Background: an optimization exercise with open tools, aiming at small area, a short achievable clock period and few clock cycles per item. Do not read the settings as production practice.
RTL that was checked went through simulation tests only; none was proved equivalent to the original.
Power and IR drop assume default switching activity.

Setup of the reference run:
==> flow/design.v (excerpt) <==
module ssp_xform (
    input  wire        clk,
    input  wire        rst,
    input  wire        cfg_we,
    input  wire [7:0]  cfg_addr,
    input  wire [15:0] cfg_wdata,
    input  wire        cmd_valid,
    output wire        cmd_ready,
    input  wire [63:0] cmd_word,
    output wire        mem_en,
    output wire [14:0] mem_addr,
    input  wire [7:0]  mem_rdata,
    output reg         res_valid,
    input  wire        res_ready,
    output reg  [31:0] res_data,
    output wire [3:0]  res_err
);
==> flow/config.mk <==
export PLATFORM = sky130hd
export DESIGN_NAME = ssp_xform
export DESIGN_NICKNAME = ssp_xform
export VERILOG_FILES = /design/flow/design.v
export SDC_FILE = /design/flow/constraint.sdc
export NUM_CORES = 4
export LEC_CHECK = 0
export ABC_CLOCK_PERIOD_IN_PS = 3000
export CAP_MARGIN = 20
export CORE_MARGIN = 2
export CORE_UTILIZATION = 60
export SLEW_MARGIN = 20
==> flow/constraint.sdc <==
create_clock -name core_clock -period 10.0 [get_ports {clk}]
set_input_delay 2.0000 -clock core_clock [delete_from_list [all_inputs] [get_ports {clk}]]
set_output_delay 2.0000 -clock core_clock [all_outputs]
set_load 0.01 [all_outputs]
standard.sh (not shown) runs the stock make flow with config.mk's settings and CLKGATE_MAP_FILE= SYNTH_SCRIPT=/design/flow/synth_recipe.tcl, a recipe that flattens the netlist after the stock synthesis.
==> flow/flow/run.sh <==
#!/bin/bash
set -euo pipefail
MARGIN=$(cat flow/margin.txt)
bash standard.sh SETUP_SLACK_MARGIN=$MARGIN \
  "BUFFER_PORTS_ARGS=-buffer_cell sky130_fd_sc_hd__buf_2" \
  "CTS_ARGS=-sink_clustering_enable -repair_clock_nets -dont_use_dummy_load -sink_clustering_size 25 -sink_clustering_max_diameter 120" \
  finish > flow_make.log 2>&1
==> flow/flow/margin.txt <==
6.5
Setup changes, the reference run to the trial run
-- flow/design.v --
<<< the reference run, line 70
    wire w_mem   = w_memop && !w_rsv8 && (w_sel == 2'd0);
    reg        a_valid;
    reg        a_perm;       
    reg        a_mem;        
>>> the trial run, line 70
    wire w_mem   = w_memop && !w_rsv8 && (w_sel == 2'd0);
    reg        a_valid;
    reg        a_vmem;       
    reg        a_perm;       
    reg        a_mem;        
<<< the reference run, line 78
    reg [31:0] a_x;
    always @(posedge clk) begin
        if (rst)
            a_valid <= 1'b0;
        else if (go)
            a_valid <= cmd_valid && rdy_q;
        if (go) begin
            a_perm  <= w_perm;
>>> the trial run, line 79
    reg [31:0] a_x;
    always @(posedge clk) begin
        if (rst) begin
            a_valid <= 1'b0;
            a_vmem  <= 1'b0;
        end else if (go) begin
            a_valid <= cmd_valid && rdy_q;
            a_vmem  <= cmd_valid && rdy_q && w_mem;
        end
        if (go) begin
            a_perm  <= w_perm;
<<< the reference run, line 134
    endgenerate
    wire phys = ph_g3[1] | (ph_e3[1] & (ph_g3[0] | ph_e3[0]));
    wire ill  = !(a_mem || a_perm) || (a_perm && a_sel == 2'd2 && dshare);
    reg          b_valid;
    reg          b_fetch;      
>>> the trial run, line 138
    endgenerate
    wire phys = ph_g3[1] | (ph_e3[1] & (ph_g3[0] | ph_e3[0]));
    reg          b_valid;
    reg          b_fetch;      
<<< the reference run, line 144
    reg          b_kd;
    reg          b_kg;
    reg [1:0]    b_err;
    reg          b_use_e;
    always @(posedge clk) begin
>>> the trial run, line 147
    reg          b_kd;
    reg          b_kg;
    reg          b_oor;
    reg          b_use_e;
    always @(posedge clk) begin
<<< the reference run, line 152
        end else if (go) begin
            b_valid <= a_valid;
            b_fetch <= a_valid && a_mem && !oor && !phys;
        end
        if (go) begin
>>> the trial run, line 155
        end else if (go) begin
            b_valid <= a_valid;
            b_fetch <= a_vmem && !oor && !phys;
        end
        if (go) begin
<<< the reference run, line 162
            b_kd    <= a_perm && (a_sel == 2'd1 || (a_sel == 2'd2 && !dshare));
            b_kg    <= a_perm && a_sel == 2'd3;
            b_err   <= ill    ? 2'd3 :
                       !a_mem ? 2'd0 :
                       oor    ? 2'd1 :
                       phys   ? 2'd2 : 2'd0;
            b_use_e <= a_op0 && !dshare;
        end
>>> the trial run, line 165
            b_kd    <= a_perm && (a_sel == 2'd1 || (a_sel == 2'd2 && !dshare));
            b_kg    <= a_perm && a_sel == 2'd3;
            b_oor   <= oor;
            b_use_e <= a_op0 && !dshare;
        end
<<< the reference run, line 205
        if (go) begin
            c_use_e <= b_use_e;
            c_err   <= b_err;
            c_data  <= b_data;
        end else if (c_fix) begin
>>> the trial run, line 205
        if (go) begin
            c_use_e <= b_use_e;
            c_err   <= (b_ka || b_kd || b_kg) ? 2'd0 :
                       !b_km   ? 2'd3 :
                       b_oor   ? 2'd1 :
                       !b_fetch ? 2'd2 : 2'd0;
            c_data  <= b_data;
        end else if (c_fix) begin
==> results.txt <==
- Via count (higher): the trial run
- Delta (the trial run minus the reference run): overall power of the completed layout decreased by 0.79% relative to the old numbers; share of synthesized cell area in and, or, nand and nor gates now sits higher.
- Looking at final area across the trial run and the reference run, the one that comes out higher is the reference run.
- Worst setup path endpoint: res_data[4] -> the trial run, b_err[1] -> the reference run
- The trial run vs. the reference run: core utilization held, cell area after synthesis went down about 1.4%, clock transition at the registers of the reported paths held.
- Sequential fraction of total cell area (the trial run over the reference run): increase, 0.24 points
- Global routing met1 resource utilization came out lower on the trial run than on the reference run.
Testbench counts of the trial run, summed over its fixed seeds: cycles 16,032, items 16,000.
For the reference run, only the layout was checked, not whether the RTL still works.

ssp_xform, a different RTL version from the one above (not shown whole).
For scale: about 2400 cells after synthesis, about 530 flip-flops.
Design ssp_xform, start of the top module:
module ssp_xform (
    input  wire        clk,
    input  wire        rst,
    input  wire        cfg_we,
    input  wire [7:0]  cfg_addr,
    input  wire [15:0] cfg_wdata,
    input  wire        cmd_valid,
    output wire        cmd_ready,
    input  wire [63:0] cmd_word,
    output wire        mem_en,
    output wire [14:0] mem_addr,
    input  wire [7:0]  mem_rdata,
    output reg         res_valid,
    input  wire        res_ready,
    output reg  [31:0] res_data,
    output wire [3:0]  res_err
);
clock: 10.0 ns
lec_check: 0
abc_clock_period_in_ps: 3000
cap_margin: 20
core_margin: 2
core_utilization: 60
slew_margin: 20
Scripts as last shown in full above: flow/flow/run.sh, flow/flow/margin.txt
The starting point ran to the end with no violations.
Then changed:
--- a/flow/design.v
+++ b/flow/design.v
@@ -17,53 +17,61 @@
 );
     localparam AW = 15;
     reg [AW-1:0]   amask;
     reg [AW:0]     bussize;
     reg [AW:0]     srclen;
     reg            dshare;
     reg [5:0]      gsh;
     reg [4*AW-1:0] aord;     
     reg [3*8-1:0]  dord;     
     reg [3*8-1:0]  eord;
     reg [5*32-1:0] gord;     
-    always @(posedge clk) begin
-        if (cfg_we) begin
-            case (cfg_addr)
-                8'h10: amask   <= cfg_wdata[AW-1:0];
-                8'h11: bussize <= cfg_wdata[AW:0];
-                8'h12: srclen  <= cfg_wdata[AW:0];
-                8'h13: dshare  <= cfg_wdata[0];
-                8'h16: gsh     <= 6'd32 - cfg_wdata[5:0];
+    reg        cq_we;
+    reg [7:0]  cq_addr;
+    reg [15:0] cq_wdata;
+    always @(posedge clk) begin
+        cq_we    <= cfg_we;
+        cq_addr  <= cfg_addr;
+        cq_wdata <= cfg_wdata;
+    end
+    always @(posedge clk) begin
+        if (cq_we) begin
+            case (cq_addr)
+                8'h10: amask   <= cq_wdata[AW-1:0];
+                8'h11: bussize <= cq_wdata[AW:0];
+                8'h12: srclen  <= cq_wdata[AW:0];
+                8'h13: dshare  <= cq_wdata[0];
+                8'h16: gsh     <= 6'd32 - cq_wdata[5:0];
                 default: ;
             endcase
         end
     end
     genvar k;
     generate
         for (k = 0; k < AW; k = k + 1) begin : g_aord_wr
             always @(posedge clk)
-                if (cfg_we && cfg_addr == 8'h20 + k)
-                    aord[4*k +: 4] <= cfg_wdata[3:0];
+                if (cq_we && cq_addr == 8'h20 + k)
+                    aord[4*k +: 4] <= cq_wdata[3:0];
         end
         for (k = 0; k < 8; k = k + 1) begin : g_dord_wr
             always @(posedge clk) begin
-                if (cfg_we && cfg_addr == 8'h40 + k)
-                    dord[3*k +: 3] <= cfg_wdata[2:0];
-                if (cfg_we && cfg_addr == 8'h48 + k)
-                    eord[3*k +: 3] <= cfg_wdata[2:0];
+                if (cq_we && cq_addr == 8'h40 + k)
+                    dord[3*k +: 3] <= cq_wdata[2:0];
+                if (cq_we && cq_addr == 8'h48 + k)
+                    eord[3*k +: 3] <= cq_wdata[2:0];
             end
         end
         for (k = 0; k < 32; k = k + 1) begin : g_gord_wr
             always @(posedge clk)
-                if (cfg_we && cfg_addr == 8'h60 + k)
-                    gord[5*k +: 5] <= cfg_wdata[4:0];
+                if (cq_we && cq_addr == 8'h60 + k)
+                    gord[5*k +: 5] <= cq_wdata[4:0];
         end
     endgenerate
     reg  s_full;
     reg  rdy_q;
     wire go = !s_full;
     assign cmd_ready = rdy_q;
     wire [7:0] w_op  = cmd_word[7:0];
     wire [1:0] w_sel = cmd_word[9:8];
     wire w_rsv8  = |cmd_word[31:10];
     wire w_perm  = (w_op == 8'h10) && !w_rsv8;
     wire w_memop = (w_op[7:1] == 7'h10);
@@ -191,23 +199,23 @@
             c_data  <= {24'd0, dx};
         end
     end
     wire [31:0] c_res_data = c_fetch ? {24'd0, dx} : c_data;
     wire [2:0]  c_res_err  = {c_err != 2'd0, c_err == 2'd3, c_err == 2'd2};
     reg [2:0]  r_err;
     reg [31:0] s_data;
     reg [2:0]  s_err;
     assign res_err = {1'b0, r_err};
     wire take = res_valid && res_ready;
     always @(posedge clk)
-        rdy_q <= s_full ? take : (!res_valid || take || !c_valid);
+        rdy_q <= !cfg_we && (s_full ? take : (!res_valid || take || !c_valid));
     always @(posedge clk) begin
         if (rst) begin
             res_valid <= 1'b0;
             s_full    <= 1'b0;
         end else if (s_full) begin
             if (take) s_full <= 1'b0;
         end else begin
             if (!res_valid || take)
                 res_valid <= c_valid;
             else if (c_valid)
                 s_full <= 1'b1;
After rerunning:
- clock power hardly moves
- routed wire length hardly moves
- critical path depth is unchanged
- sequential share of layout area is higher by 0.62 points
- final cell count is higher slightly
- non-clock buffer count is higher by 11
- maximum frequency is higher slightly
No functional check of the RTL was part of any run of this note.

[port drivers added, routing unchanged]
No port has a modelled driver above. Below, the same layouts with a new extraction and two added sets of constraints.
Step 1 (the two cells are an assumption about what drives the block):
set clk [get_ports {clk}]
set_driving_cell -lib_cell sky130_fd_sc_hd__clkbuf_16 $clk
set_driving_cell -lib_cell sky130_fd_sc_hd__buf_2 [delete_from_list [all_inputs] $clk]
Step 2 times the ports against the registers' clock, not the clock port: input delays grow and output delays shrink by t, the midpoint of the rising clock arrivals with the driver on.
Three values: ideal ports, drivers, drivers and shift; two values: the first two.
run | shift t [ns] | setup WS [ns] | worst hold slack (ns) | clock arrival spread, ns
the reference run | 0.641 | 6.561 / 6.529 / 6.006 | 0.447 / 0.447 / 0.447 | 0.075 / 0.075
the trial run | 0.654 | 6.558 / 6.565 / 5.946 | 0.455 / 0.455 / 0.455 | 0.070 / 0.070
the first run of note 2 | 0.643 | 6.422 / 6.422 / 5.987 | 0.434 / 0.434 / 0.434 | 0.076 / 0.077
the second run of note 2 | 0.647 | 6.462 / 6.462 / 6.051 | 0.432 / 0.432 / 0.432 | 0.061 / 0.061
After both steps setup and hold are still met in every run listed. For the trial run, which loses most, drivers alone change the setup slack by +0.007 ns; drivers and shift together by -0.612 ns.
